Source: an optimization exercise on an open RTL-to-GDS flow (aim: a short achievable clock period and few clock cycles per item). Production flows keep margins and buffers that such runs may drop.
Only simulation tests tie the RTL to the original design; equivalence was not proved.
Power figures rest on the tool's default switching activity, not on a simulated workload.

[design.v]
module rhu_div #(
    parameter RW = 25,       
    parameter QW = 24        
) (
    input  wire [RW-1:0]   r,
    input  wire [QW-1:0]   qn,
    input  wire [RW-1:0]   d,
    input  wire [RW+1:0]   d3,
    output wire [RW-1:0]   r_o,
    output wire [QW-1:0]   qn_o
);
    wire [RW+1:0] r4 = {r, qn[QW-1:QW-2]};
    wire [RW+2:0] t1 = {1'b0, r4} - {3'b0, d};
    wire [RW+2:0] t2 = {1'b0, r4} - {2'b0, d, 1'b0};
    wire [RW+2:0] t3 = {1'b0, r4} - {1'b0, d3};
    wire          c1 = !t1[RW+2];
    wire          c2 = !t2[RW+2];
    wire          c3 = !t3[RW+2];
    assign r_o  = c3 ? t3[RW-1:0] : c2 ? t2[RW-1:0] : c1 ? t1[RW-1:0] : r4[RW-1:0];
    assign qn_o = {qn[QW-3:0], c2, c3 | (c1 & !c2)};
endmodule
module rhu_div2 #(
    parameter RW = 25,
    parameter QW = 19
) (
    input  wire [RW-1:0]   r,
    input  wire [QW-1:0]   qn,
    input  wire [RW-1:0]   d,
    output wire [RW-1:0]   r_o,
    output wire [QW-1:0]   qn_o
);
    wire [RW:0]   r2 = {r, qn[QW-1]};
    wire [RW+1:0] t  = {1'b0, r2} - {2'b0, d};
    wire          c  = !t[RW+1];
    assign r_o  = c ? t[RW-1:0] : r2[RW-1:0];
    assign qn_o = {qn[QW-2:0], c};
endmodule
module motor_ui_core (
    input  wire        clk,
    input  wire        rst,             
    input  wire        op_valid,
    input  wire [15:0] op_word,
    output wire        op_ready,
    output reg         done,
    output reg  [15:0] result,
    output reg         refused,
    output reg  [3:0]  col_drive,
    output reg  [13:0] duty_hb,
    output reg  [13:0] duty_boost,
    output reg  [13:0] duty_buck,
    output reg         pwm_out_en,
    output reg  [31:0] rpm,
    output reg         running,
    output reg         vth,
    output reg  [16:0] sp_volt,
    output reg  [16:0] sp_speed,
    output reg  [16:0] sp_max,
    output reg  [1:0]  cur_row,
    output reg  [2:0]  cur_col,
    output reg  [19:0] dig_buf,         
    output reg         digit_entered
);
    localparam [11:0] THRESH_RAW  = 12'd1229;
    localparam [13:0] DUTY_FULL   = 14'd10000;
    localparam [16:0] BATT_CV     = 17'd900;
    localparam [16:0] CEIL_CV     = 17'd2400;
    localparam RD = 19;
    localparam [3:0] PC_START = 4'd10;    
    localparam [1:0] DV_WAIT  = 2'd2;     
    reg        in_v;
    reg [15:0] in_w;
    reg        in_spd;         
    reg        in_abv;         
    reg        is_scan, is_ctrl, is_edge, is_pop, is_key, is_reset, is_legal;
    reg        k_digit, k_up, k_down, k_left, k_right, k_commit, k_star;
    reg        ready_q;
    assign op_ready = ready_q;
    wire accept = op_valid && ready_q && !rst;
    reg [127:0] hist;          
    reg [1:0]   scan_col;
    reg [3:0]   h_z, h_o;
    reg [9:0]   qslot0, qslot1;
    reg         qin, qout;
    reg         sp_state;
    reg [31:0]  elapsed;
    reg         e_sat;         
    reg [3:0]   pc_cnt;        
    reg [1:0]   dv_cnt;        
    reg         f_vlow, f_vmid, f_vhigh, f_max0;    
    wire [15:0] w        = in_w;
    wire        is_speed = in_spd;
    wire [7:0]  code     = w[7:0];
    wire [3:0] o_opc    = op_word[15:12];
    wire       o_scan   = (o_opc == 4'h1) && (op_word[11:4] == 8'd0);
    wire       o_speed  = (o_opc == 4'h2);
    wire       o_ctrl   = (o_opc == 4'h3) && (op_word[11:0] == 12'd0);
    wire       o_edge   = (o_opc == 4'h4) && (op_word[11:0] == 12'd0);
    wire       o_pop    = (o_opc == 4'h5) && (op_word[11:0] == 12'd0);
    wire       o_key    = (o_opc == 4'h6) && (op_word[11:8] == 4'd0);
    wire       o_reset  = (o_opc == 4'h7) && (op_word[11:0] == 12'd0);
    wire [7:0] o_code   = op_word[7:0];
    wire stall = (is_ctrl && (pc_cnt != 4'd0)) || (is_key && k_commit && (dv_cnt != 2'd0));
    wire exec  = in_v && !stall;
    function [7:0] keymap;
        input [3:0] k;
        begin
            case (k)
                4'd0:  keymap = "1";
                4'd1:  keymap = "4";
                4'd2:  keymap = "7";
                4'd3:  keymap = "*";
                4'd4:  keymap = "2";
                4'd5:  keymap = "5";
                4'd6:  keymap = "8";
                4'd7:  keymap = "0";
                4'd8:  keymap = "3";
                4'd9:  keymap = "6";
                4'd10: keymap = "9";
                4'd11: keymap = "#";
                4'd12: keymap = "A";
                4'd13: keymap = "B";
                4'd14: keymap = "C";
                default: keymap = "D";
            endcase
        end
    endfunction
    reg [31:0] scan_h;
    reg [9:0]  scan_q0, scan_q1;
    reg        scan_qin;
    reg [3:0]  k_idx;
    reg        ev, ev_press;
    reg [3:0]  n_hz, n_ho;
    integer    ri;
    always @* begin
        scan_q0  = qslot0;
        scan_q1  = qslot1;
        scan_qin = qin;
        for (ri = 0; ri < 4; ri = ri + 1) begin
            k_idx    = {scan_col, ri[1:0]};
            scan_h[8*ri +: 8] = {hist[8*ri +: 7], w[ri]};
            ev_press = h_z[ri] && w[ri];
            ev       = ev_press || (h_o[ri] && !w[ri]);
            if (ev) begin
                if (scan_qin == 1'b0) begin
                    if (!scan_q0[9]) begin
                        scan_q0  = {1'b1, ev_press, keymap(k_idx)};
                        scan_qin = 1'b1;
                    end
                end else begin
                    if (!scan_q1[9]) begin
                        scan_q1  = {1'b1, ev_press, keymap(k_idx)};
                        scan_qin = 1'b0;
                    end
                end
            end
            n_hz[ri] = (hist[32 + 8*ri +: 7] == 7'h00);
            n_ho[ri] = (hist[32 + 8*ri +: 7] == 7'h7F);
        end
    end
    wire [31:0] elapsed_inc = e_sat ? elapsed : elapsed + 32'd1;
    wire        rising   = !sp_state && in_abv;
    wire        e_big    = (elapsed >= 32'd12000000);    
    wire        e_stall  = (elapsed >= 32'd1000);        
    wire        e_table  = (elapsed < RD);
    reg [22:0] rpm_tab;
    integer    ti;
    always @* begin
        rpm_tab = 23'd0;
        for (ti = 0; ti < RD; ti = ti + 1)
            if (elapsed[4:0] == ti)
                rpm_tab = (12000000 + (ti + 1)) / (2 * (ti + 1));
    end
    reg  [24:0] rp_n0, rp_d0;
    reg  [24:0] rp_r  [1:RD];
    reg  [18:0] rp_qn [1:RD];
    reg  [24:0] rp_d  [1:RD];
    wire [24:0] rp_r_n  [1:RD];
    wire [18:0] rp_qn_n [1:RD];
    genvar g;
    generate
        for (g = 1; g <= RD; g = g + 1) begin : g_rp
            if (g == 1) begin : g_first
                rhu_div2 #(.RW(25), .QW(19)) u_step (
                    .r({19'd0, rp_n0[24:19]}), .qn(rp_n0[18:0]), .d(rp_d0),
                    .r_o(rp_r_n[g]), .qn_o(rp_qn_n[g])
                );
            end else begin : g_rest
                rhu_div2 #(.RW(25), .QW(19)) u_step (
                    .r(rp_r[g-1]), .qn(rp_qn[g-1]), .d(rp_d[g-1]),
                    .r_o(rp_r_n[g]), .qn_o(rp_qn_n[g])
                );
            end
        end
    endgenerate
    wire [31:0] rpm_rise = e_big ? 32'd0 : e_table ? {9'd0, rpm_tab} : {13'd0, rp_qn[RD]};
    reg  [16:0] dv_hi;
    reg  [9:0]  dv_lo;
    reg  [16:0] dig_val;
    reg  [16:0] t10000;
    reg  [13:0] t1000;
    reg  [9:0]  t100;
    reg  [6:0]  t10;
    integer     di;
    always @* begin
        t10000 = 17'd0;
        t1000  = 14'd0;
        t100   = 10'd0;
        t10    = 7'd0;
        for (di = 1; di < 10; di = di + 1) begin
            if (dig_buf[3:0]   == di) t10000 = di * 10000;
            if (dig_buf[7:4]   == di) t1000  = di * 1000;
            if (dig_buf[11:8]  == di) t100   = di * 100;
            if (dig_buf[15:12] == di) t10    = di * 10;
        end
    end
    always @(posedge clk) begin
        dv_hi   <= t10000 + {3'd0, t1000};
        dv_lo   <= t100 + {3'd0, t10} + {6'd0, dig_buf[19:16]};
        dig_val <= dv_hi + {7'd0, dv_lo};
    end
    wire dig_change = exec && (is_reset || (is_key && (k_digit || k_commit)));
    wire [3:0] pc_cnt_n = (exec && is_key && k_commit) ? PC_START
                        : (pc_cnt != 4'd0) ? pc_cnt - 4'd1 : 4'd0;
    wire [1:0] dv_cnt_n = dig_change ? DV_WAIT : (dv_cnt != 2'd0) ? dv_cnt - 2'd1 : 2'd0;
    wire in_ctrl_n   = accept ? o_ctrl : (in_v && stall && is_ctrl);
    wire in_commit_n = accept ? (o_key && (o_code == 8'h23)) : (in_v && stall && is_key && k_commit);
    always @(posedge clk) begin
        if (rst) begin
            in_v    <= 1'b0;
            ready_q <= 1'b1;
            pc_cnt  <= 4'd0;
            dv_cnt  <= DV_WAIT;
        end else begin
            if (accept) begin
                in_v   <= 1'b1;
                in_w   <= op_word;
                in_spd   <= o_speed;
                in_abv   <= (op_word[11:0] >= THRESH_RAW);
                is_scan  <= o_scan;
                is_ctrl  <= o_ctrl;
                is_edge  <= o_edge;
                is_pop   <= o_pop;
                is_key   <= o_key;
                is_reset <= o_reset;
                is_legal <= o_scan | o_speed | o_ctrl | o_edge | o_pop | o_key | o_reset;
                k_digit  <= (o_code >= 8'h30) && (o_code <= 8'h39);
                k_up     <= (o_code == 8'h41);
                k_down   <= (o_code == 8'h42);
                k_left   <= (o_code == 8'h43);
                k_right  <= (o_code == 8'h44);
                k_commit <= (o_code == 8'h23);
                k_star   <= (o_code == 8'h2A);
            end else if (exec) begin
                in_v <= 1'b0;
            end
            ready_q <= !((in_ctrl_n && (pc_cnt_n != 4'd0)) || (in_commit_n && (dv_cnt_n != 2'd0)));
            pc_cnt  <= (exec && is_reset) ? 4'd0 : pc_cnt_n;
            dv_cnt  <= dv_cnt_n;
        end
    end
    wire rp_restart = exec && ((is_speed && rising) || is_reset);
    wire rp_advance = in_v && in_spd && (sp_state || !in_abv) && !e_sat;
    wire c_vlow  = (dig_val <= BATT_CV);
    wire c_vhigh = (dig_val > CEIL_CV);
    integer t;
    always @(posedge clk) begin
        if (rst || (exec && is_reset)) begin
            hist          <= 128'd0;
            h_z           <= 4'b1111;
            h_o           <= 4'b0000;
            scan_col      <= 2'd0;
            col_drive     <= 4'b0001;
            qslot0        <= 10'd0;
            qslot1        <= 10'd0;
            qin           <= 1'b0;
            qout          <= 1'b0;
            sp_state      <= 1'b0;
            elapsed       <= 32'd0;
            e_sat         <= 1'b0;
            rpm           <= 32'd0;
            cur_row       <= 2'd0;
            cur_col       <= 3'd0;
            dig_buf       <= 20'd0;
            digit_entered <= 1'b0;
            sp_volt       <= 17'd0;
            sp_speed      <= 17'd0;
            sp_max        <= 17'd0;
            f_vlow        <= 1'b1;
            f_vmid        <= 1'b0;
            f_vhigh       <= 1'b0;
            f_max0        <= 1'b1;
            running       <= 1'b0;
            vth           <= 1'b0;
            duty_hb       <= 14'd0;
            duty_boost    <= 14'd0;
            duty_buck     <= 14'd0;
            pwm_out_en    <= 1'b0;
            done          <= !rst;
            result        <= 16'd0;
            refused       <= 1'b0;
        end else begin
            done <= exec;
            if (exec) begin
                result  <= 16'd0;
                refused <= !is_legal;
                if (is_scan) begin
                    hist      <= {scan_h, hist[127:32]};
                    h_z       <= n_hz;
                    h_o       <= n_ho;
                    scan_col  <= scan_col + 2'd1;
                    qslot0    <= scan_q0;
                    qslot1    <= scan_q1;
                    qin       <= scan_qin;
                    col_drive <= {col_drive[2:0], col_drive[3]};
                end
                if (is_speed) begin
                    if (rising) begin
                        rpm      <= rpm_rise;
                        elapsed  <= 32'd0;
                        e_sat    <= 1'b0;
                        sp_state <= 1'b1;
                    end else begin
                        elapsed  <= elapsed_inc;
                        e_sat    <= e_sat || (elapsed == 32'hFFFF_FFFE);
                        sp_state <= sp_state && in_abv;
                        if (!(sp_state && in_abv) && e_stall)
                            rpm <= 32'd0;
                    end
                end
                if (is_ctrl) begin
                    vth <= f_vhigh;
                    if (running) begin
                        duty_hb    <= pc_hb;
                        duty_boost <= pc_boost;
                        duty_buck  <= pc_buck;
                        pwm_out_en <= 1'b1;
                    end else begin
                        duty_hb    <= 14'd0;
                        duty_boost <= 14'd0;
                        duty_buck  <= 14'd0;
                        pwm_out_en <= 1'b0;
                    end
                    if (digit_entered) begin
                        if (cur_col != 3'd4)
                            cur_col <= cur_col + 3'd1;
                        digit_entered <= 1'b0;
                    end
                end
                if (is_edge || (is_key && k_star)) begin
                    if (running)
                        running <= 1'b0;
                    else if (!vth)
                        running <= 1'b1;
                end
                if (is_pop) begin
                    if (qout == 1'b0) begin
                        if (qslot0[9]) begin
                            result <= {6'd0, qslot0};
                            qslot0 <= 10'd0;
                            qout   <= 1'b1;
                        end
                    end else begin
                        if (qslot1[9]) begin
                            result <= {6'd0, qslot1};
                            qslot1 <= 10'd0;
                            qout   <= 1'b0;
                        end
                    end
                end
                if (is_key) begin
                    if (k_digit) begin
                        dig_buf[4*cur_col +: 4] <= code[3:0];
                        digit_entered <= 1'b1;
                    end else if (k_up) begin
                        if (cur_row != 2'd0)
                            cur_row <= cur_row - 2'd1;
                    end else if (k_down) begin
                        if (cur_row != 2'd2)
                            cur_row <= cur_row + 2'd1;
                    end else if (k_left) begin
                        if (cur_col != 3'd0)
                            cur_col <= cur_col - 3'd1;
                    end else if (k_right) begin
                        if (cur_col != 3'd4)
                            cur_col <= cur_col + 3'd1;
                    end else if (k_commit) begin
                        case (cur_row)
                            2'd0: begin
                                sp_volt <= dig_val;
                                f_vlow  <= c_vlow;
                                f_vmid  <= !c_vlow && !c_vhigh;
                                f_vhigh <= c_vhigh;
                            end
                            2'd1: sp_speed <= dig_val;
                            default: begin
                                sp_max <= dig_val;
                                f_max0 <= (dig_val == 17'd0);
                            end
                        endcase
                        dig_buf       <= 20'd0;
                        cur_row       <= (cur_row == 2'd2) ? 2'd0 : cur_row + 2'd1;
                        cur_col       <= 3'd0;
                        digit_entered <= 1'b0;
                    end
                end
            end
        end
    end
    always @(posedge clk) begin
        if (rst || rp_restart) begin
            rp_n0 <= 25'd12000000 + RD + 1;
            rp_d0 <= 2 * (RD + 1);
        end else if (rp_advance) begin
            rp_n0 <= rp_n0 + 25'd1;
            rp_d0 <= rp_d0 + 25'd2;
        end
    end
    always @(posedge clk) begin
        if (rp_advance) begin
            rp_r[1]  <= rp_r_n[1];
            rp_qn[1] <= rp_qn_n[1];
            rp_d[1]  <= rp_d0;
            for (t = 2; t <= RD; t = t + 1) begin
                rp_r[t]  <= rp_r_n[t];
                rp_qn[t] <= rp_qn_n[t];
                rp_d[t]  <= rp_d[t-1];
            end
        end
    end
    reg  [24:0] pv_1, pv_2, pv_3, pv_4, pv_hi, pv_lo;
    reg  [30:0] ps_1, ps_2, ps_3, ps_hi, ps_lo;
    reg  [12:0] pa_r;
    reg  [13:0] pa_qn;
    reg  [12:0] pa_d;
    reg  [14:0] pa_d3;
    reg  [17:0] pb_r;
    reg  [13:0] pb_qn;
    reg  [17:0] pb_d;
    reg  [19:0] pb_d3;
    reg         pb_ovf;
    wire [12:0] pa_r_n;
    wire [13:0] pa_qn_n;
    wire [17:0] pb_r_n;
    wire [13:0] pb_qn_n;
    rhu_div #(.RW(13), .QW(14)) u_pa (
        .r(pa_r), .qn(pa_qn), .d(pa_d), .d3(pa_d3), .r_o(pa_r_n), .qn_o(pa_qn_n)
    );
    rhu_div #(.RW(18), .QW(14)) u_pb (
        .r(pb_r), .qn(pb_qn), .d(pb_d), .d3(pb_d3), .r_o(pb_r_n), .qn_o(pb_qn_n)
    );
    wire [24:0] v25 = {8'd0, sp_volt};
    wire [30:0] s31 = {14'd0, sp_speed};
    wire [13:0] pc_buck  = f_vlow ? pa_qn : f_vmid ? DUTY_FULL : 14'd0;
    wire [13:0] pc_boost = f_vmid ? pa_qn : 14'd0;
    wire [13:0] pc_hb    = (f_vhigh || f_max0) ? 14'd0 : (pb_ovf || pb_qn > DUTY_FULL) ? DUTY_FULL : pb_qn;
    wire [24:0] pa_num = pv_hi + pv_lo;
    wire [30:0] pb_num = ps_hi + ps_lo;
    always @(posedge clk) begin
        if (pc_cnt == PC_START) begin
            pv_1 <= (v25 << 14) + (v25 << 11);
            pv_2 <= (v25 << 10) + (v25 << 9);
            pv_3 <= (v25 << 5) + (f_vlow ? 25'd0 : v25);
            pv_4 <= f_vlow ? 25'd900 : -25'd18000000;
            ps_1 <= (s31 << 14) + (s31 << 11);
            ps_2 <= (s31 << 10) + (s31 << 9);
            ps_3 <= (s31 << 5) + {14'd0, sp_max};
        end
        if (pc_cnt == PC_START - 4'd1) begin
            pv_hi <= pv_1 + pv_2;
            pv_lo <= pv_3 + pv_4;
            ps_hi <= ps_1 + ps_2;
            ps_lo <= ps_3;
        end
        if (rst || (exec && is_reset)) begin
            pa_qn  <= 14'd0;
            pb_qn  <= 14'd0;
            pb_ovf <= 1'b0;
        end else if (pc_cnt == PC_START - 4'd2) begin
            pa_r  <= {2'd0, pa_num[24:14]};
            pa_qn <= pa_num[13:0];
            pa_d  <= f_vlow ? 13'd1800 : {sp_volt[11:0], 1'b0};
            pa_d3 <= f_vlow ? 15'd5400 : {2'd0, sp_volt[11:0], 1'b0} + {1'd0, sp_volt[11:0], 2'd0};
            pb_r  <= {1'b0, pb_num[30:14]};
            pb_qn <= pb_num[13:0];
            pb_d  <= {sp_max, 1'b0};
            pb_d3 <= {2'd0, sp_max, 1'b0} + {1'd0, sp_max, 2'd0};
        end else if (pc_cnt != 4'd0 && pc_cnt < PC_START - 4'd2) begin
            if (pc_cnt == PC_START - 4'd3)
                pb_ovf <= (pb_r >= pb_d);
            pa_r  <= pa_r_n;
            pa_qn <= pa_qn_n;
            pb_r  <= pb_r_n;
            pb_qn <= pb_qn_n;
        end
    end
endmodule
[flow/run.sh]
#!/bin/bash
# The standard layout (standard.sh: the standard flow's synthesis and ORFS flow, unchanged)
# with a tighter target for the setup repair: repair_timing works on every
# path with less than SETUP_SLACK_MARGIN ns of slack at the design's clock.
set -euo pipefail
export SETUP_SLACK_MARGIN=7.0
bash standard.sh > standard.log 2>&1
[standard.sh]
#!/bin/bash
# synth_recipe.tcl (not shown) runs the flow's synth.tcl, then flattens the netlist and writes it again
# the make line also repeats each setting of config.mk as NAME=value (left out here)
make -C /OpenROAD-flow-scripts/flow DESIGN_CONFIG=/design/flow/config.mk WORK_HOME=/design/flow/orfs CLKGATE_MAP_FILE= SYNTH_SCRIPT=/design/flow/synth_recipe.tcl "${@:-finish}"
[config.mk]
export PLATFORM = sky130hd
export DESIGN_NAME = motor_ui_core
export DESIGN_NICKNAME = motor_ui_core
export VERILOG_FILES = /design/flow/design.v
export SDC_FILE = /design/flow/constraint.sdc
export NUM_CORES = 4
export LEC_CHECK = 0
export ABC_CLOCK_PERIOD_IN_PS = 2500
export CAP_MARGIN = 20
export CORE_MARGIN = 2
export CORE_UTILIZATION = 40
export SLEW_MARGIN = 20
[constraint.sdc]
create_clock -name core_clock -period 10.0 [get_ports {clk}]
set_input_delay 2.0000 -clock core_clock [delete_from_list [all_inputs] [get_ports {clk}]]
set_output_delay 2.0000 -clock core_clock [all_outputs]
set_load 0.01 [all_outputs]
==> impl_metrics.yaml, run 1 <==
status:
  outcome: "complete, no violations"
routing:
  route.final.wire_length_mm: 269
  wl_per_cell_um: 18.9
  final_antenna_net_count: 0
  via_per_inst: 5.36
  vias: 76200
  drtIter0Drc: 5081
  drc: 0
  first_pass_iters: 8
global_routing:
  met3_usage_pct: 2.73
  use_met2_pct: 32.9
  grt_use_met1_pct: 24.2
  grt.busiest_layer: "met2"
  antenna_found_initial: 9
  first_global_vias: 75900
  grt_usage_pct: 19.3
  grt_pass1_wl_mm: 412
  grt_overflow: 0
  grt_max_degree: 165
layout:
  nFillCells: 21700
  syn2layout_area_growth_pct: 28.3
  layout.nets: 11400
  finalNonFillerCells: 14200
  drive_above_1_share_pct: 25.9
  final_common_cell: "edfxtp_1"
  final_cell_mix: "edfxtp_1, nand2_1, inv_1"
timing:
  finalHoldViolCount: 0
  slew_violations: 0
  setup_viol: 0
  finClkSkew_ps: 46.6
  fin_crit_sh_pct: 34.6
  clock.fmax_ghz: 0.289
  timing.slew.headroom_pct: 18.7
  grt_setup_unrepaired: "yes"
  layout_min_cycle_time_ps: 3460
  fin_tns_setup_ps: 0
  tightest_slew_ps: 1210
critical_path:
  end_kind: "flip-flop"
  worstPathRequired_ps: 10570
  crit_fanout: 6
  cp-start-kind: "flip-flop"
  crit_type: "flip-flop to flip-flop"
  worstPathArrival_ps: 4030
cts:
  h-tree-depth: 4
  hold_buffers: 0
  clock_latency_ps: 850
  clkSinkCount: 2003
  root_buffer: "clkbuf_16"
  clkSlewWorstSetupHoldPaths_ps: 60
  clock_path_buffers: 3
  cts_tree: "yes"
  cts_buffers: 208
power:
  ir_drop_v: 0.000180
  powerDensity_mw_per_mm2: 135
  power.leakage_uw: 0.0521
  power_uw: 18100
die:
  io_pins: 196
  fp.dieW_um: 515
  die_area_mm2: 0.265
  core_area_mm2: 0.260
  die_h_um: 515
  num_rows: 187
  start_util_pct: 40.2
synth:
  synth_cell_type_count: 103
  synth.yosys.seq_area_share_pct: 53.1
  synth_edf_count: 1537
  syn_area_mm2: 0.104
  syn_area_per_cell_um2: 10.9
  synth-seq-cells: 2003
  ys_warn_count: 7
  synth-main-ff-cell: "edfxtp_1"
  synthArstFlopShare_pct: 0
  synthCells: 9588
flow_run:
  cap_violations: 0
placed_design:
  portBuffers: 180
  place_congestion: 0.904
  dp.cells: 13000
  dp_hpwl_mm: 167
worst_hold_path:
  hp-class: "flip-flop to flip-flop"
-- sequential cells by signal (all words and copies together), names as in the netlist, 23 cells and up --
name	count
rp_r	450
ps_3	23
pv_3	23
rp_n0	25
rp_d	432
hist	108
rp_qn	343
pv_lo	25
rpm	23
ps_lo	23
rp_d0	24
elapsed	32
-- critical path, cell delays in order, from the launching register on --
cell and delay [ps]:
edfxtp_1 440, ha_4 190, or4_4 560, o2111ai_4 240, a21boi_4 100, a31oi_4 180
o311a_1 250, nor3_4 60, a41o_1 220, a211o_4 370, buf_6 140, buf_16 140
mux2_4 290
-- synth_stat cells (49+ instances only) --
| library cell | instances | area [µm²] |
|---|---|---|
| edfxtp_1 | 1537 | 46200 |
| nand2_1 | 899 | 3370 |
| a21oi_1 | 796 | 3980 |
| ha_1 | 766 | 9580 |
| inv_1 | 757 | 2840 |
| nor2_1 | 695 | 2610 |
| dfxtp_1 | 466 | 9330 |
| o21ai_0 | 466 | 2330 |
| xnor2_1 | 391 | 3420 |
| xor2_1 | 209 | 1830 |
| nor3_1 | 206 | 1030 |
| clkbuf_1 | 194 | 728 |
| mux2_2 | 194 | 2180 |
| nand3_1 | 188 | 941 |
| a21o_1 | 161 | 1210 |
| nor2b_1 | 145 | 907 |
| o21a_1 | 130 | 976 |
| nand2b_1 | 110 | 688 |
| a211oi_1 | 83 | 623 |
| and3_1 | 77 | 482 |
| or3_1 | 60 | 375 |
| a21boi_0 | 59 | 443 |
| and2_1 | 59 | 369 |
| o21bai_1 | 57 | 428 |
| a22oi_1 | 56 | 420 |
| a31oi_1 | 56 | 350 |
| o31ai_1 | 55 | 413 |
| mux2i_1 | 49 | 490 |
-- layout make-up --
class	instances	area, µm²	area share [%]
sequential	2003	56000	41.8
clock buffer	275	5710	4.26
inverter	757	2880	2.15
tap	3402	4260	3.18
antenna	5	12.5	0.00934
timing repair buffer	1025	11200	8.35
multi-input combinational	6622	52600	39.3
clock inverter	118	1400	1.04
timing repair inverter	1	5.00	0.00373
-- kinds of logic (layout without fill, tap and decap cells) --
kind of cell | after synthesis | in the layout | share of synthesized area, %
and+or+nand+nor | 2628 | 2629 | 11.6
AOI/OAI and AO/OA | 2282 | 2301 | 13.8
DFF | 2003 | 2003 | 53.1
buffers and inverters | 1006 | 2176 | 3.75
adders and majority gates | 807 | 807 | 9.95
xor gates and xnor gates | 600 | 600 | 5.03
muxes | 261 | 261 | 2.82
other | 1 | 29 | 0.00359
-- power breakdown --
group          leakage [µW]  switching, µW  internal [µW]
Combinational        0.0308            580            504
Sequential           0.0178           68.4           8970
Clock               0.00346           3310           4670
-- worst paths after layout --
check | depth (start not counted) | start | slack (ps) | endpoint
max reg2reg | 12 | rp_r[8][3]$_DFFE_PP_ | 6540 | rp_r[9][20]$_DFFE_PP_
max | 12 | rp_r[8][3]$_DFFE_PP_ | 6540 | rp_r[9][20]$_DFFE_PP_
min reg2reg | 0 | dv_lo[0]$_DFF_P_ | 330 | dig_val[0]$_DFF_P_
min | 0 | dv_lo[0]$_DFF_P_ | 330 | dig_val[0]$_DFF_P_
-- metrics by stage --
stage          utilization [%]  hold WS [ps]  setup slack, ps  instance area (µm²)
2_1_floorplan                -           310             5320               105000
3_3_place_gp              42.5           312             5150               110000
3_5_place_dp              42.5           312             5080               110000
4_1_cts                   49.6           327             6540               129000
5_1_grt                   51.6           335             6450               134000
6_report                  51.6           326             6540               134000
-- timing repair --
action | in CTS | in global routing
pin swaps | 366 | 443
cloned | 75 | 16
endpoints found under the setup margin | 1825 | 1273
resized for setup | 2224 | 821
setup buffers | 505 | 209
-- per-layer routing --
metal	vias to the layer above	part of all wire, %
li1	36900	-
met1	36800	42
met2	1927	48
met3	641	4.5
met4	4	5.1
met5	-	0.010
Testbench counts, summed over its fixed seeds: cycles 24,326, ops 24,000.
==> run 2: changes to the inputs <==
--- a/design.v
+++ b/design.v
@@ -35,6 +35,30 @@
     assign r_o  = c ? t[RW-1:0] : r2[RW-1:0];
     assign qn_o = {qn[QW-2:0], c};
 endmodule
+module rhu_div2c #(
+    parameter RW = 25,
+    parameter QW = 15
+) (
+    input  wire [RW:0]     a,
+    input  wire [RW-1:0]   b,
+    input  wire            c,
+    input  wire [QW-1:0]   qn,
+    input  wire [RW-1:0]   d,
+    output wire [RW:0]     a_o,
+    output wire [RW-1:0]   b_o,
+    output wire            c_o,
+    output wire [QW-1:0]   qn_o
+);
+    wire [RW:0]   sa = {a[RW-1:0], qn[QW-1]};
+    wire [RW:0]   sb = {b, qn[QW-1]};
+    wire [RW+1:0] ta = {1'b0, sa} - {2'b0, d};
+    wire [RW+1:0] tb = {1'b0, sb} - {2'b0, d};
+    wire [RW+1:0] t  = c ? tb : ta;
+    assign a_o  = c ? sb : sa;
+    assign b_o  = t[RW-1:0];
+    assign c_o  = !t[RW+1];
+    assign qn_o = {qn[QW-2:0], c};
+endmodule
 module motor_ui_core (
     input  wire        clk,
     input  wire        rst,             
@@ -64,7 +88,8 @@
     localparam [13:0] DUTY_FULL   = 14'd10000;
     localparam [16:0] BATT_CV     = 17'd900;
     localparam [16:0] CEIL_CV     = 17'd2400;
-    localparam RD = 19;
+    localparam RD = 16;
+    localparam RT = 147;
     localparam [3:0] PC_START = 4'd10;    
     localparam [1:0] DV_WAIT  = 2'd2;     
     reg        in_v;
@@ -161,38 +186,45 @@
     wire        rising   = !sp_state && in_abv;
     wire        e_big    = (elapsed >= 32'd12000000);    
     wire        e_stall  = (elapsed >= 32'd1000);        
-    wire        e_table  = (elapsed < RD);
-    reg [22:0] rpm_tab;
-    integer    ti;
-    always @* begin
-        rpm_tab = 23'd0;
-        for (ti = 0; ti < RD; ti = ti + 1)
-            if (elapsed[4:0] == ti)
-                rpm_tab = (12000000 + (ti + 1)) / (2 * (ti + 1));
-    end
+    wire        e_table  = (elapsed < RT);
+    function [22:0] rpm_of;
+        input [7:0] k;           
+        integer     ti;
+        begin
+            rpm_of = 23'd0;
+            for (ti = 0; ti < RT; ti = ti + 1)
+                if (k == ti)
+                    rpm_of = (12000000 + (ti + 1)) / (2 * (ti + 1));
+        end
+    endfunction
+    reg  [22:0] rpm_tab;
+    wire [7:0]  tab_next = elapsed[7:0] + 8'd1;
+    wire [22:0] rpm_tab_n = rpm_of(tab_next);
     reg  [24:0] rp_n0, rp_d0;
-    reg  [24:0] rp_r  [1:RD];
-    reg  [18:0] rp_qn [1:RD];
+    reg  [25:0] rp_a  [1:RD];
+    reg  [24:0] rp_b  [1:RD];
+    reg         rp_c  [1:RD];
+    reg  [14:0] rp_qn [1:RD];
     reg  [24:0] rp_d  [1:RD];
-    wire [24:0] rp_r_n  [1:RD];
-    wire [18:0] rp_qn_n [1:RD];
+    wire [25:0] rp_a_n  [1:RD];
+    wire [24:0] rp_b_n  [1:RD];
+    wire        rp_c_n  [1:RD];
+    wire [14:0] rp_qn_n [1:RD];
+    wire [25:0] rp_t1 = {16'd0, rp_n0[24:15]} - {1'b0, rp_d0};
+    assign rp_a_n[1]  = {16'd0, rp_n0[24:15]};
+    assign rp_b_n[1]  = rp_t1[24:0];
+    assign rp_c_n[1]  = !rp_t1[25];
+    assign rp_qn_n[1] = rp_n0[14:0];
     genvar g;
     generate
-        for (g = 1; g <= RD; g = g + 1) begin : g_rp
-            if (g == 1) begin : g_first
-                rhu_div2 #(.RW(25), .QW(19)) u_step (
-                    .r({19'd0, rp_n0[24:19]}), .qn(rp_n0[18:0]), .d(rp_d0),
-                    .r_o(rp_r_n[g]), .qn_o(rp_qn_n[g])
-                );
-            end else begin : g_rest
-                rhu_div2 #(.RW(25), .QW(19)) u_step (
-                    .r(rp_r[g-1]), .qn(rp_qn[g-1]), .d(rp_d[g-1]),
-                    .r_o(rp_r_n[g]), .qn_o(rp_qn_n[g])
-                );
-            end
+        for (g = 2; g <= RD; g = g + 1) begin : g_rp
+            rhu_div2c #(.RW(25), .QW(15)) u_step (
+                .a(rp_a[g-1]), .b(rp_b[g-1]), .c(rp_c[g-1]), .qn(rp_qn[g-1]), .d(rp_d[g-1]),
+                .a_o(rp_a_n[g]), .b_o(rp_b_n[g]), .c_o(rp_c_n[g]), .qn_o(rp_qn_n[g])
+            );
         end
     endgenerate
-    wire [31:0] rpm_rise = e_big ? 32'd0 : e_table ? {9'd0, rpm_tab} : {13'd0, rp_qn[RD]};
+    wire [31:0] rpm_rise = e_big ? 32'd0 : e_table ? {9'd0, rpm_tab} : {16'd0, rp_qn[RD], rp_c[RD]};
     reg  [16:0] dv_hi;
     reg  [9:0]  dv_lo;
     reg  [16:0] dig_val;
@@ -408,23 +440,26 @@
     end
     always @(posedge clk) begin
         if (rst || rp_restart) begin
-            rp_n0 <= 25'd12000000 + RD + 1;
-            rp_d0 <= 2 * (RD + 1);
+            rp_n0   <= 25'd12000000 + RD + 1;
+            rp_d0   <= 2 * (RD + 1);
+            rpm_tab <= rpm_of(8'd0);
         end else if (rp_advance) begin
-            rp_n0 <= rp_n0 + 25'd1;
-            rp_d0 <= rp_d0 + 25'd2;
+            rp_n0   <= rp_n0 + 25'd1;
+            rp_d0   <= rp_d0 + 25'd2;
+            rpm_tab <= rpm_tab_n;
         end
     end
     always @(posedge clk) begin
         if (rp_advance) begin
-            rp_r[1]  <= rp_r_n[1];
-            rp_qn[1] <= rp_qn_n[1];
-            rp_d[1]  <= rp_d0;
-            for (t = 2; t <= RD; t = t + 1) begin
-                rp_r[t]  <= rp_r_n[t];
+            rp_d[1] <= rp_d0;
+            for (t = 1; t <= RD; t = t + 1) begin
+                rp_a[t]  <= rp_a_n[t];
+                rp_b[t]  <= rp_b_n[t];
+                rp_c[t]  <= rp_c_n[t];
                 rp_qn[t] <= rp_qn_n[t];
-                rp_d[t]  <= rp_d[t-1];
             end
+            for (t = 2; t <= RD; t = t + 1)
+                rp_d[t] <= rp_d[t-1];
         end
     end
     reg  [24:0] pv_1, pv_2, pv_3, pv_4, pv_hi, pv_lo;
==> impl_metrics.yaml, run 2 <==
critical_path:
  reg2reg_depth: 14
  end_kind: "flip-flop"
  worstPathRequired_ps: 10640
  worstPathArrival_ps: 4180
  crit_type: "flip-flop to flip-flop"
  crit_fanout: 7
  r2r-end: "rp_b[8][24]$_DFFE_PP_"
  reg2reg_from: "rp_c[7]$_DFFE_PP_"
  cp-start-kind: "flip-flop"
  r2r_slack_ps: 6470
routing:
  vias: 85900
  final_antenna_net_count: 0
  route.final.wire_length_mm: 356
  first_pass_iters: 8
  drtIter0Drc: 7469
  via_per_inst: 5.57
  drc: 0
  wl_per_cell_um: 23.1
synth:
  synth_top_family_by_area: "compound AO/OA/AOI/OAI gates"
  synth-main-ff-cell: "edfxtp_1"
  muxShareOfSynthArea_pct: 4.03
  synth_common_cells: "edfxtp_1, a21oi_1, nand2_1"
  syn_area_per_cell_um2: 10.9
  synth-seq-cells: 2122
  synthArstFlopShare_pct: 0
  syn_area_mm2: 0.111
  synthXorXnorAreaFrac_pct: 4.84
  synthTopCellsByArea: "edfxtp_1, dfxtp_1, ha_1"
  synth_cell_type_count: 111
  post-synth-top-area-cell: "edfxtp_1"
  synth_top_area_share_pct: 44.3
  yosys.area_share.simple_pct: 11.7
  synth_edf_count: 1633
  synthAdderAreaFrac_pct: 8.63
  synthCells: 10200
  synth_compound_area_share_pct: 13.9
  yosysMostFrequentCell: "edfxtp_1"
  synth.yosys.seq_area_share_pct: 53.2
  ys_warn_count: 11
layout:
  multiInputGateArea_mm2: 0.0564
  syn2layout_area_growth_pct: 32.3
  largest_reg_flops: 373
  nFillCells: 23000
  final_cell_area_mm2: 0.146
  max_flop_register: "rp_b"
  layout.nets: 12300
  final_cell_mix: "edfxtp_1, buf_4, nand2_1"
  drive_above_1_share_pct: 30.8
  final_common_cell: "edfxtp_1"
  largestRegisters: "rp_b (373), rp_d (360), rp_a (323)"
  seqCellArea_mm2: 0.0593
timing:
  clock.fmax_ghz: 0.283
  fin_ws_ps: 6470
  layout_min_cycle_time_ps: 3530
  finalHoldViolCount: 0
  slew_violations: 0
  fin_tns_setup_ps: 0
  grt_setup_unrepaired: "yes"
  timing.slew.headroom_pct: 11.1
  finClkSkew_ps: 113
  fin_crit_sh_pct: 35.3
  setup_viol: 0
  tightest_slew_ps: 1330
power:
  p_int_uw: 15000
  powerDensity_mw_per_mm2: 132
  comb_power_share_pct: 5.9
  p_sw_share_pct: 22.4
  power_frac_seq_pct: 49.7
  switching_power_uw: 4310
  ir_drop_v: 0.000151
  power_frac_clock_pct: 44.4
  power.leakage_uw: 0.0559
die:
  io_pins: 196
  core_area_mm2: 0.276
  start_util_pct: 40.1
  die_h_um: 530
  die_area_mm2: 0.281
  fp.dieW_um: 530
  num_rows: 193
placed_design:
  dpl-instance-area_mm2: 0.117
  portBuffers: 180
  place_congestion: 0.979
  pre_cts_slack_ps: 4670
  dp_hpwl_mm: 221
cts:
  root_buffer: "clkbuf_16"
  hold_buffers: 0
  clock_latency_ps: 930
  clkSlewWorstSetupHoldPaths_ps: 60
  cts_tree: "yes"
  clock_path_buffers: 4
  h-tree-depth: 4
  clkSinkCount: 2122
  cts_buffers: 230
global_routing:
  antenna_found_initial: 11
  grt_usage_pct: 23.8
  first_global_vias: 83100
  grt_pass1_wl_mm: 513
  grt_overflow: 0
  grt_max_degree: 161
worst_hold_path:
  hold_start: "dv_lo[2]$_DFF_P_"
  hold_end: "dig_val[2]$_DFF_P_"
  hp-class: "flip-flop to flip-flop"
  hold_depth: 0
status:
  outcome: "complete, no violations"
flow_run:
  cap_violations: 0
## run 2: worst max path at each step
| stage | end | slack [ps] | startpoint |
|---|---|---|---|
| 6_report | rp_b[8][24]$_DFFE_PP_ | 6470 | rp_c[7]$_DFFE_PP_ |
| 5_1_grt | rp_b[8][24]$_DFFE_PP_ | 6360 | rp_c[7]$_DFFE_PP_ |
| 4_1_cts | rpm[15] | 6460 | rpm[15]$_SDFFE_PP0P_ |
| 3_5_place_dp | pa_r[2]$_DFFE_PP_ | 4670 | rst |
| 3_3_place_gp | pa_r[4]$_DFFE_PP_ | 4740 | rst |
| 2_1_floorplan | ps_1[12]$_DFFE_PN_ | 5340 | pc_cnt[3]$_SDFF_PP0_ |
## run 2: cells by family (layout without fill, tap and decap cells)
logic type                 count (synthesis)  after routing
xor gates and xnor gates                 611            611
muxes                                    404            404
DFF                                     2122           2122
AOI/OAI and AO/OA                       2426           2429
other                                      1             19
adders and majority gates                741            741
and+or+nand+nor                         2757           2759
buffers and inverters                   1089           2632
## run 2: layout make-up
cell class,count,share of cell area (%)
Sequential cell,2122,40.5
Timing Repair Buffer,1490,10.7
Inverter,720,1.88
Multi-Input combinational cell,6959,38.5
Timing Repair inverter,1,0.00598
Clock inverter,139,0.987
Clock buffer,282,4.16
Tap cell,3705,3.17
Antenna cell,4,0.00683
## run 2: stage by stage
stage / hold slack (ps) / std cells / utilization (%) / power [µW]
finish: 325 / 15400 / 53.1 / 19300
global route: 334 / 15400 / 53.1 / 19900
CTS: 325 / 15100 / 50.6 / 19300
detailed placement: 312 / 13800 / 42.5 / 10600
global placement: 312 / 13800 / 42.5 / 10500
floorplan: 310 / 10200 / - / 10300
## run 2: routing by layer
| layer | up-vias | wire, µm | track usage (%) |
|---|---|---|---|
| met2 | 2902 | 166000 | 39.2 |
| li1 | 39900 | - | - |
| met1 | 42200 | 147000 | 30.7 |
| met4 | 8 | 18300 | 10.5 |
| met5 | - | 59 | 0 |
| met3 | 955 | 24400 | 4.09 |
## run 2: power groups by stage
stage               clock, µW  combinational, µW  sequential [µW]
floorplan                   0                564             9770
global placement            0                761             9790
detailed placement          0                775             9790
CTS                      8750               1010             9570
global route             9080               1220             9580
finish                   8560               1140             9570
## run 2: timing repair
item / in CTS / in global routing
pin swaps: 545 / 601
buffers inserted: 757 / 333
endpoints found under the hold margin: 0 / 0
gates cloned: 43 / 17
gates resized for setup: 2668 / 940
endpoints found under the setup margin: 1816 / 1175
## run 2: worst max-delay path, stage by stage (launching register included)
cell	delay [ps]
edfxtp_1	430
buf_12	180
mux2_4	320
ha_4	240
a21o_1	180
a21o_1	200
nor4_4	250
o21ai_1	110
nor2_1	110
buf_4	150
o31ai_4	70
a2111oi_4	500
o31ai_4	140
o41ai_2	290
xnor2_1	120
Testbench counts of run 2, summed over its fixed seeds: cycles 24,326, ops 24,000.
==> run 3: changes to the inputs <==
--- a/design.v
+++ b/design.v
@@ -91,7 +91,7 @@
     localparam RD = 16;
     localparam RT = 147;
     localparam [3:0] PC_START = 4'd10;    
-    localparam [1:0] DV_WAIT  = 2'd2;     
+    localparam [1:0] DV_WAIT  = 2'd3;     
     reg        in_v;
     reg [15:0] in_w;
     reg        in_spd;         
@@ -110,6 +110,14 @@
     reg [31:0]  elapsed;
     reg         e_sat;         
     reg [3:0]   pc_cnt;        
+    reg [13:0]  c_buck, c_boost, c_hb;   
+    reg         c_ok;                    
+    reg  [16:0] u_v, u_s, u_m;
+    reg         u_vlow, u_vmid, u_vhigh, u_max0;
+    reg         u_mm;          
+    reg         u_mc;          
+    reg         u_ma;          
+    reg         sp_chg;        
     reg [1:0]   dv_cnt;        
     reg         f_vlow, f_vmid, f_vhigh, f_max0;    
     wire [15:0] w        = in_w;
@@ -124,7 +132,7 @@
     wire       o_key    = (o_opc == 4'h6) && (op_word[11:8] == 4'd0);
     wire       o_reset  = (o_opc == 4'h7) && (op_word[11:0] == 12'd0);
     wire [7:0] o_code   = op_word[7:0];
-    wire stall = (is_ctrl && (pc_cnt != 4'd0)) || (is_key && k_commit && (dv_cnt != 2'd0));
+    wire stall = (is_ctrl && !c_ok) || (is_key && k_commit && (dv_cnt != 2'd0));
     wire exec  = in_v && !stall;
     function [7:0] keymap;
         input [3:0] k;
@@ -251,16 +259,21 @@
         dig_val <= dv_hi + {7'd0, dv_lo};
     end
     wire dig_change = exec && (is_reset || (is_key && (k_digit || k_commit)));
-    wire [3:0] pc_cnt_n = (exec && is_key && k_commit) ? PC_START
-                        : (pc_cnt != 4'd0) ? pc_cnt - 4'd1 : 4'd0;
-    wire [1:0] dv_cnt_n = dig_change ? DV_WAIT : (dv_cnt != 2'd0) ? dv_cnt - 2'd1 : 2'd0;
+    wire row_change = exec && is_key && (k_up || k_down);
+    wire [1:0] dv_cnt_d = (dv_cnt != 2'd0) ? dv_cnt - 2'd1 : 2'd0;
+    wire [1:0] dv_cnt_n = dig_change ? DV_WAIT : (row_change && dv_cnt_d == 2'd0) ? 2'd1 : dv_cnt_d;
+    wire commit_x  = exec && is_key && k_commit;
+    wire reset_x   = exec && is_reset;
+    wire u_done    = (pc_cnt == 4'd0);
+    wire take_cand = commit_x && u_done && u_mc;
+    wire take_act  = !c_ok && u_done && u_ma && !sp_chg && !commit_x && !reset_x;
+    wire c_ok_n    = reset_x ? 1'b1 : commit_x ? (u_done && u_mc) : take_act ? 1'b1 : c_ok;
     wire in_ctrl_n   = accept ? o_ctrl : (in_v && stall && is_ctrl);
     wire in_commit_n = accept ? (o_key && (o_code == 8'h23)) : (in_v && stall && is_key && k_commit);
     always @(posedge clk) begin
         if (rst) begin
             in_v    <= 1'b0;
             ready_q <= 1'b1;
-            pc_cnt  <= 4'd0;
             dv_cnt  <= DV_WAIT;
         end else begin
             if (accept) begin
@@ -285,8 +298,7 @@
             end else if (exec) begin
                 in_v <= 1'b0;
             end
-            ready_q <= !((in_ctrl_n && (pc_cnt_n != 4'd0)) || (in_commit_n && (dv_cnt_n != 2'd0)));
-            pc_cnt  <= (exec && is_reset) ? 4'd0 : pc_cnt_n;
+            ready_q <= !((in_ctrl_n && !c_ok_n) || (in_commit_n && (dv_cnt_n != 2'd0)));
             dv_cnt  <= dv_cnt_n;
         end
     end
@@ -362,9 +374,9 @@
                 if (is_ctrl) begin
                     vth <= f_vhigh;
                     if (running) begin
-                        duty_hb    <= pc_hb;
-                        duty_boost <= pc_boost;
-                        duty_buck  <= pc_buck;
+                        duty_hb    <= c_hb;
+                        duty_boost <= c_boost;
+                        duty_buck  <= c_buck;
                         pwm_out_en <= 1'b1;
                     end else begin
                         duty_hb    <= 14'd0;
@@ -462,6 +474,13 @@
                 rp_d[t] <= rp_d[t-1];
         end
     end
+    wire [16:0] cand_v = (cur_row == 2'd0) ? dig_val : sp_volt;
+    wire [16:0] cand_s = (cur_row == 2'd1) ? dig_val : sp_speed;
+    wire [16:0] cand_m = (cur_row == 2'd2) ? dig_val : sp_max;
+    wire [16:0] tgt_v  = c_ok ? cand_v : sp_volt;
+    wire [16:0] tgt_s  = c_ok ? cand_s : sp_speed;
+    wire [16:0] tgt_m  = c_ok ? cand_m : sp_max;
+    wire        u_restart = u_mm;
     reg  [24:0] pv_1, pv_2, pv_3, pv_4, pv_hi, pv_lo;
     reg  [30:0] ps_1, ps_2, ps_3, ps_hi, ps_lo;
     reg  [12:0] pa_r;
@@ -483,22 +502,70 @@
     rhu_div #(.RW(18), .QW(14)) u_pb (
         .r(pb_r), .qn(pb_qn), .d(pb_d), .d3(pb_d3), .r_o(pb_r_n), .qn_o(pb_qn_n)
     );
-    wire [24:0] v25 = {8'd0, sp_volt};
-    wire [30:0] s31 = {14'd0, sp_speed};
-    wire [13:0] pc_buck  = f_vlow ? pa_qn : f_vmid ? DUTY_FULL : 14'd0;
-    wire [13:0] pc_boost = f_vmid ? pa_qn : 14'd0;
-    wire [13:0] pc_hb    = (f_vhigh || f_max0) ? 14'd0 : (pb_ovf || pb_qn > DUTY_FULL) ? DUTY_FULL : pb_qn;
+    wire [24:0] v25 = {8'd0, u_v};
+    wire [30:0] s31 = {14'd0, u_s};
+    wire [13:0] u_buck  = u_vlow ? pa_qn : u_vmid ? DUTY_FULL : 14'd0;
+    wire [13:0] u_boost = u_vmid ? pa_qn : 14'd0;
+    wire [13:0] u_hb    = (u_vhigh || u_max0) ? 14'd0 : (pb_ovf || pb_qn > DUTY_FULL) ? DUTY_FULL : pb_qn;
     wire [24:0] pa_num = pv_hi + pv_lo;
     wire [30:0] pb_num = ps_hi + ps_lo;
     always @(posedge clk) begin
+        if (rst || reset_x) begin
+            c_buck  <= 14'd0;
+            c_boost <= 14'd0;
+            c_hb    <= 14'd0;
+            c_ok    <= 1'b1;
+            sp_chg  <= 1'b1;
+        end else begin
+            if (take_cand || take_act) begin
+                c_buck  <= u_buck;
+                c_boost <= u_boost;
+                c_hb    <= u_hb;
+            end
+            c_ok   <= c_ok_n;
+            sp_chg <= commit_x;
+        end
+    end
+    always @(posedge clk) begin
+        if (rst || reset_x) begin
+            u_v     <= 17'd0;
+            u_s     <= 17'd0;
+            u_m     <= 17'd0;
+            u_vlow  <= 1'b1;
+            u_vmid  <= 1'b0;
+            u_vhigh <= 1'b0;
+            u_max0  <= 1'b1;
+            u_mm    <= 1'b0;
+            u_mc    <= 1'b0;
+            u_ma    <= 1'b0;
+            pc_cnt  <= 4'd0;
+        end else begin
+            u_mm <= !u_restart && ((u_v != tgt_v) || (u_s != tgt_s) || (u_m != tgt_m));
+            u_mc <= (u_v == cand_v) && (u_s == cand_s) && (u_m == cand_m);
+            u_ma <= (u_v == sp_volt) && (u_s == sp_speed) && (u_m == sp_max);
+            if (u_restart) begin
+                u_v     <= tgt_v;
+                u_s     <= tgt_s;
+                u_m     <= tgt_m;
+                u_vlow  <= (tgt_v <= BATT_CV);
+                u_vmid  <= (tgt_v > BATT_CV) && (tgt_v <= CEIL_CV);
+                u_vhigh <= (tgt_v > CEIL_CV);
+                u_max0  <= (tgt_m == 17'd0);
+                pc_cnt  <= PC_START;
+            end else if (pc_cnt != 4'd0) begin
+                pc_cnt  <= pc_cnt - 4'd1;
+            end
+        end
+    end
+    always @(posedge clk) begin
         if (pc_cnt == PC_START) begin
             pv_1 <= (v25 << 14) + (v25 << 11);
             pv_2 <= (v25 << 10) + (v25 << 9);
-            pv_3 <= (v25 << 5) + (f_vlow ? 25'd0 : v25);
-            pv_4 <= f_vlow ? 25'd900 : -25'd18000000;
+            pv_3 <= (v25 << 5) + (u_vlow ? 25'd0 : v25);
+            pv_4 <= u_vlow ? 25'd900 : -25'd18000000;
             ps_1 <= (s31 << 14) + (s31 << 11);
             ps_2 <= (s31 << 10) + (s31 << 9);
-            ps_3 <= (s31 << 5) + {14'd0, sp_max};
+            ps_3 <= (s31 << 5) + {14'd0, u_m};
         end
         if (pc_cnt == PC_START - 4'd1) begin
             pv_hi <= pv_1 + pv_2;
@@ -506,19 +573,19 @@
             ps_hi <= ps_1 + ps_2;
             ps_lo <= ps_3;
         end
-        if (rst || (exec && is_reset)) begin
+        if (rst || reset_x) begin
             pa_qn  <= 14'd0;
             pb_qn  <= 14'd0;
             pb_ovf <= 1'b0;
         end else if (pc_cnt == PC_START - 4'd2) begin
             pa_r  <= {2'd0, pa_num[24:14]};
             pa_qn <= pa_num[13:0];
-            pa_d  <= f_vlow ? 13'd1800 : {sp_volt[11:0], 1'b0};
-            pa_d3 <= f_vlow ? 15'd5400 : {2'd0, sp_volt[11:0], 1'b0} + {1'd0, sp_volt[11:0], 2'd0};
+            pa_d  <= u_vlow ? 13'd1800 : {u_v[11:0], 1'b0};
+            pa_d3 <= u_vlow ? 15'd5400 : {2'd0, u_v[11:0], 1'b0} + {1'd0, u_v[11:0], 2'd0};
             pb_r  <= {1'b0, pb_num[30:14]};
             pb_qn <= pb_num[13:0];
-            pb_d  <= {sp_max, 1'b0};
-            pb_d3 <= {2'd0, sp_max, 1'b0} + {1'd0, sp_max, 2'd0};
+            pb_d  <= {u_m, 1'b0};
+            pb_d3 <= {2'd0, u_m, 1'b0} + {1'd0, u_m, 2'd0};
         end else if (pc_cnt != 4'd0 && pc_cnt < PC_START - 4'd2) begin
             if (pc_cnt == PC_START - 4'd3)
                 pb_ovf <= (pb_r >= pb_d);
==> impl_metrics.yaml, run 3 <==
status:
  outcome: "complete, no violations"
synth:
  yosysMostFrequentCell: "edfxtp_1"
  synthCells: 11000
  synth-main-ff-cell: "edfxtp_1"
  syn_area_mm2: 0.117
  post-synth-top-area-cell: "edfxtp_1"
  synth_edf_count: 1633
  synthArstFlopShare_pct: 0
  synth_top_area_share_pct: 41.8
  synth_cell_type_count: 116
  synth.yosys.seq_area_share_pct: 51.8
  synth_common_cells: "edfxtp_1, nor2_1, nand2_1"
  ys_warn_count: 11
  synth-seq-cells: 2221
  syn_area_per_cell_um2: 10.7
  synthTopCellsByArea: "edfxtp_1, dfxtp_1, ha_1"
global_routing:
  first_global_vias: 89900
  grt_usage_pct: 24.5
  grt_overflow: 0
  grt_pass1_wl_mm: 565
  antenna_found_initial: 8
  grt_max_degree: 164
timing:
  layout_min_cycle_time_ps: 3630
  finClkSkew_ps: 114
  tightest_slew_ps: 1150
  fin_tns_setup_ps: 0
  grt_setup_unrepaired: "yes"
  fin_crit_sh_pct: 36.3
  clock.fmax_ghz: 0.275
  fin_ws_ps: 6370
  timing.slew.headroom_pct: 23.3
  setup_viol: 0
  slew_violations: 0
  finalHoldViolCount: 0
routing:
  drc: 0
  drtIter0Drc: 7854
  first_pass_iters: 7
  final_antenna_net_count: 0
  wl_per_cell_um: 23.5
  route.final.wire_length_mm: 385
  vias: 92200
  via_per_inst: 5.64
placed_design:
  portBuffers: 180
  dp_hpwl_mm: 249
  place_congestion: 0.958
  pre_cts_slack_ps: 4770
die:
  die_h_um: 546
  io_pins: 196
  start_util_pct: 40.3
  fp.dieW_um: 546
  die_area_mm2: 0.298
  core_area_mm2: 0.291
  num_rows: 198
worst_hold_path:
  hp-class: "flip-flop to flip-flop"
  hold_start: "rp_qn[5][14]$_DFFE_PP_"
cts:
  clock_latency_ps: 910
  h-tree-depth: 4
  cts_buffers: 246
  cts_tree: "yes"
  clock_path_buffers: 4
  clkSlewWorstSetupHoldPaths_ps: 60
  clkSinkCount: 2221
  root_buffer: "clkbuf_16"
flow_run:
  cap_violations: 0
layout:
  final_cell_mix: "edfxtp_1, buf_4, nor2_1"
  final_common_cell: "edfxtp_1"
  largestRegisters: "rp_b (362), rp_d (360), rp_a (334)"
  max_flop_register: "rp_b"
  layout.nets: 13000
  syn2layout_area_growth_pct: 30.1
  drive_above_1_share_pct: 29.2
  largest_reg_flops: 362
critical_path:
  crit_start: "rp_c[5]$_DFFE_PP_"
  worstPathArrival_ps: 4230
  crit_fanout: 5
  crit_type: "flip-flop to flip-flop"
  worstPathRequired_ps: 10600
  end_kind: "flip-flop"
  reg2reg_from: "rp_c[5]$_DFFE_PP_"
  cp-start-kind: "flip-flop"
power:
  power.leakage_uw: 0.0582
  ir_drop_v: 0.000136
  powerDensity_mw_per_mm2: 143
## run 3: cell types whose count changed in the layout (fill, tap and decap cells not counted), sizes merged, moves of 20 or more
| cell | previous run | this run |
|---|---|---|
| o21a | 96 | 127 |
| xnor2 | 429 | 519 |
| a21oi | 816 | 796 |
| a211oi | 94 | 160 |
| nand4 | 41 | 66 |
| buf | 1433 | 1405 |
| and3 | 73 | 96 |
| xor2 | 182 | 227 |
| nand2 | 815 | 873 |
| dfxtp | 489 | 588 |
| nor2 | 777 | 938 |
| nor3 | 225 | 249 |
| clkbuf | 295 | 328 |
| mux2i | 73 | 177 |
## run 3: per-layer routing
| metal | wire length [µm] | vias up | GRT usage, % |
|---|---|---|---|
| met5 | 0 | - | 0 |
| met4 | 20900 | 0 | 10.9 |
| met2 | 179000 | 3410 | 40.7 |
| met1 | 161000 | 45200 | 31.7 |
| met3 | 24100 | 1107 | 3.52 |
| li1 | - | 42500 | - |
## run 3: cell families (layout without fill, tap and decap cells)
group,after synthesis,count (layout),share of synthesized area (%)
multiplexers,518,518,4.79
AND/OR/NAND/NOR,3050,3054,12.1
XOR/XNOR,746,746,5.57
buffers and inverters,1179,2632,3.89
flip-flops,2221,2221,51.8
other,1,23,0.00320
adder cells (fa/ha/maj),742,742,8.15
AO/OA/AOI/OAI,2521,2524,13.7
## run 3: area by class of cell
| cell class | instances | area [µm²] |
|---|---|---|
| multi-input combinational | 7599 | 60700 |
| timing repair inverter | 4 | 51.3 |
| inverter | 720 | 2780 |
| sequential | 2221 | 61300 |
| antenna | 8 | 20.0 |
| tap | 3900 | 4880 |
| timing repair buffer | 1453 | 14600 |
| clock buffer | 320 | 6700 |
| clock inverter | 135 | 1530 |
| fill | 24800 | 139000 |
## run 3: through the flow
stage	instances	power (µW)	hold WS, ps	util, %	cell area [µm²]
finish	16400	21800	313	52.4	153000
global route	16400	22500	307	52.4	153000
CTS	16000	21700	300	50.3	147000
detailed placement	14800	12100	320	42.5	124000
floorplan	11000	11600	310	-	117000
global placement	14800	12100	312	42.5	124000
## run 3: worst max-delay path: stages (launching register included)
cell,delay (ps)
edfxtp_1,410
buf_12,170
buf_12,140
mux2_4,320
ha_4,220
nor2b_4,120
o21ai_2,150
a21boi_2,80
o311a_1,330
o311a_1,400
o31a_1,310
o211a_1,260
o21ai_2,170
a21oi_2,90
xor2_1,170
## run 3: path summary, 6_finish.rpt
check                                to  slack [ps]  cells past startpoint
setup / recovery  rp_b[6][23]$_DFFE_PP_        6370                     14
hold / removal     rp_a[6][0]$_DFFE_PP_         310                      0
setup reg to reg  rp_b[6][23]$_DFFE_PP_        6370                     14
hold reg to reg    rp_a[6][0]$_DFFE_PP_         310                      0
## run 3: power breakdown
group	total, µW	internal, µW	switching, µW
clock	9260	5500	3760
combinational	2370	1060	1300
sequential	10200	10000	174
## run 3: repair_timing
item | CTS | global route
hold buffers | 0 | 0
setup endpoints to repair | 2148 | 1119
buffers inserted | 734 | 329
endpoints found under the hold margin | 0 | 0
gates cloned | 45 | 9
pin swaps | 564 | 571
gates resized for setup | 2770 | 791
Testbench counts of run 3, summed over its fixed seeds: cycles 24,016, ops 24,000.

-- re-timing with driven ports --
The results above use ideal ports. As a check the final layouts listed here were re-extracted and re-timed, cells and wires unchanged. Step 1: set_driving_cell puts a clkbuf_16 on clk and a buf_2 on each other input, an assumption about the parent block. Step 2 moves the port delays by t, midway between the first and last clock arrival at a register: inputs arrive t later, outputs are due t later. That takes back most of the time a late clock gives input paths. a / b / c = ideal ports / drivers / drivers and shift; a / b = the first two.
run	shift t [ns]	setup slack, ns	worst setup path at the end
run 1	0.924	6.544 / 6.494 / 6.171	input to register
run 2	0.978	6.465 / 6.427 / 6.081	input to register
run 3	0.963	6.366 / 6.366 / 6.062	input to register
After both steps setup and hold are still met in every run listed. The setup slack of run 2, which loses most, moves by -0.038 ns with the drivers and by -0.384 ns with both steps.
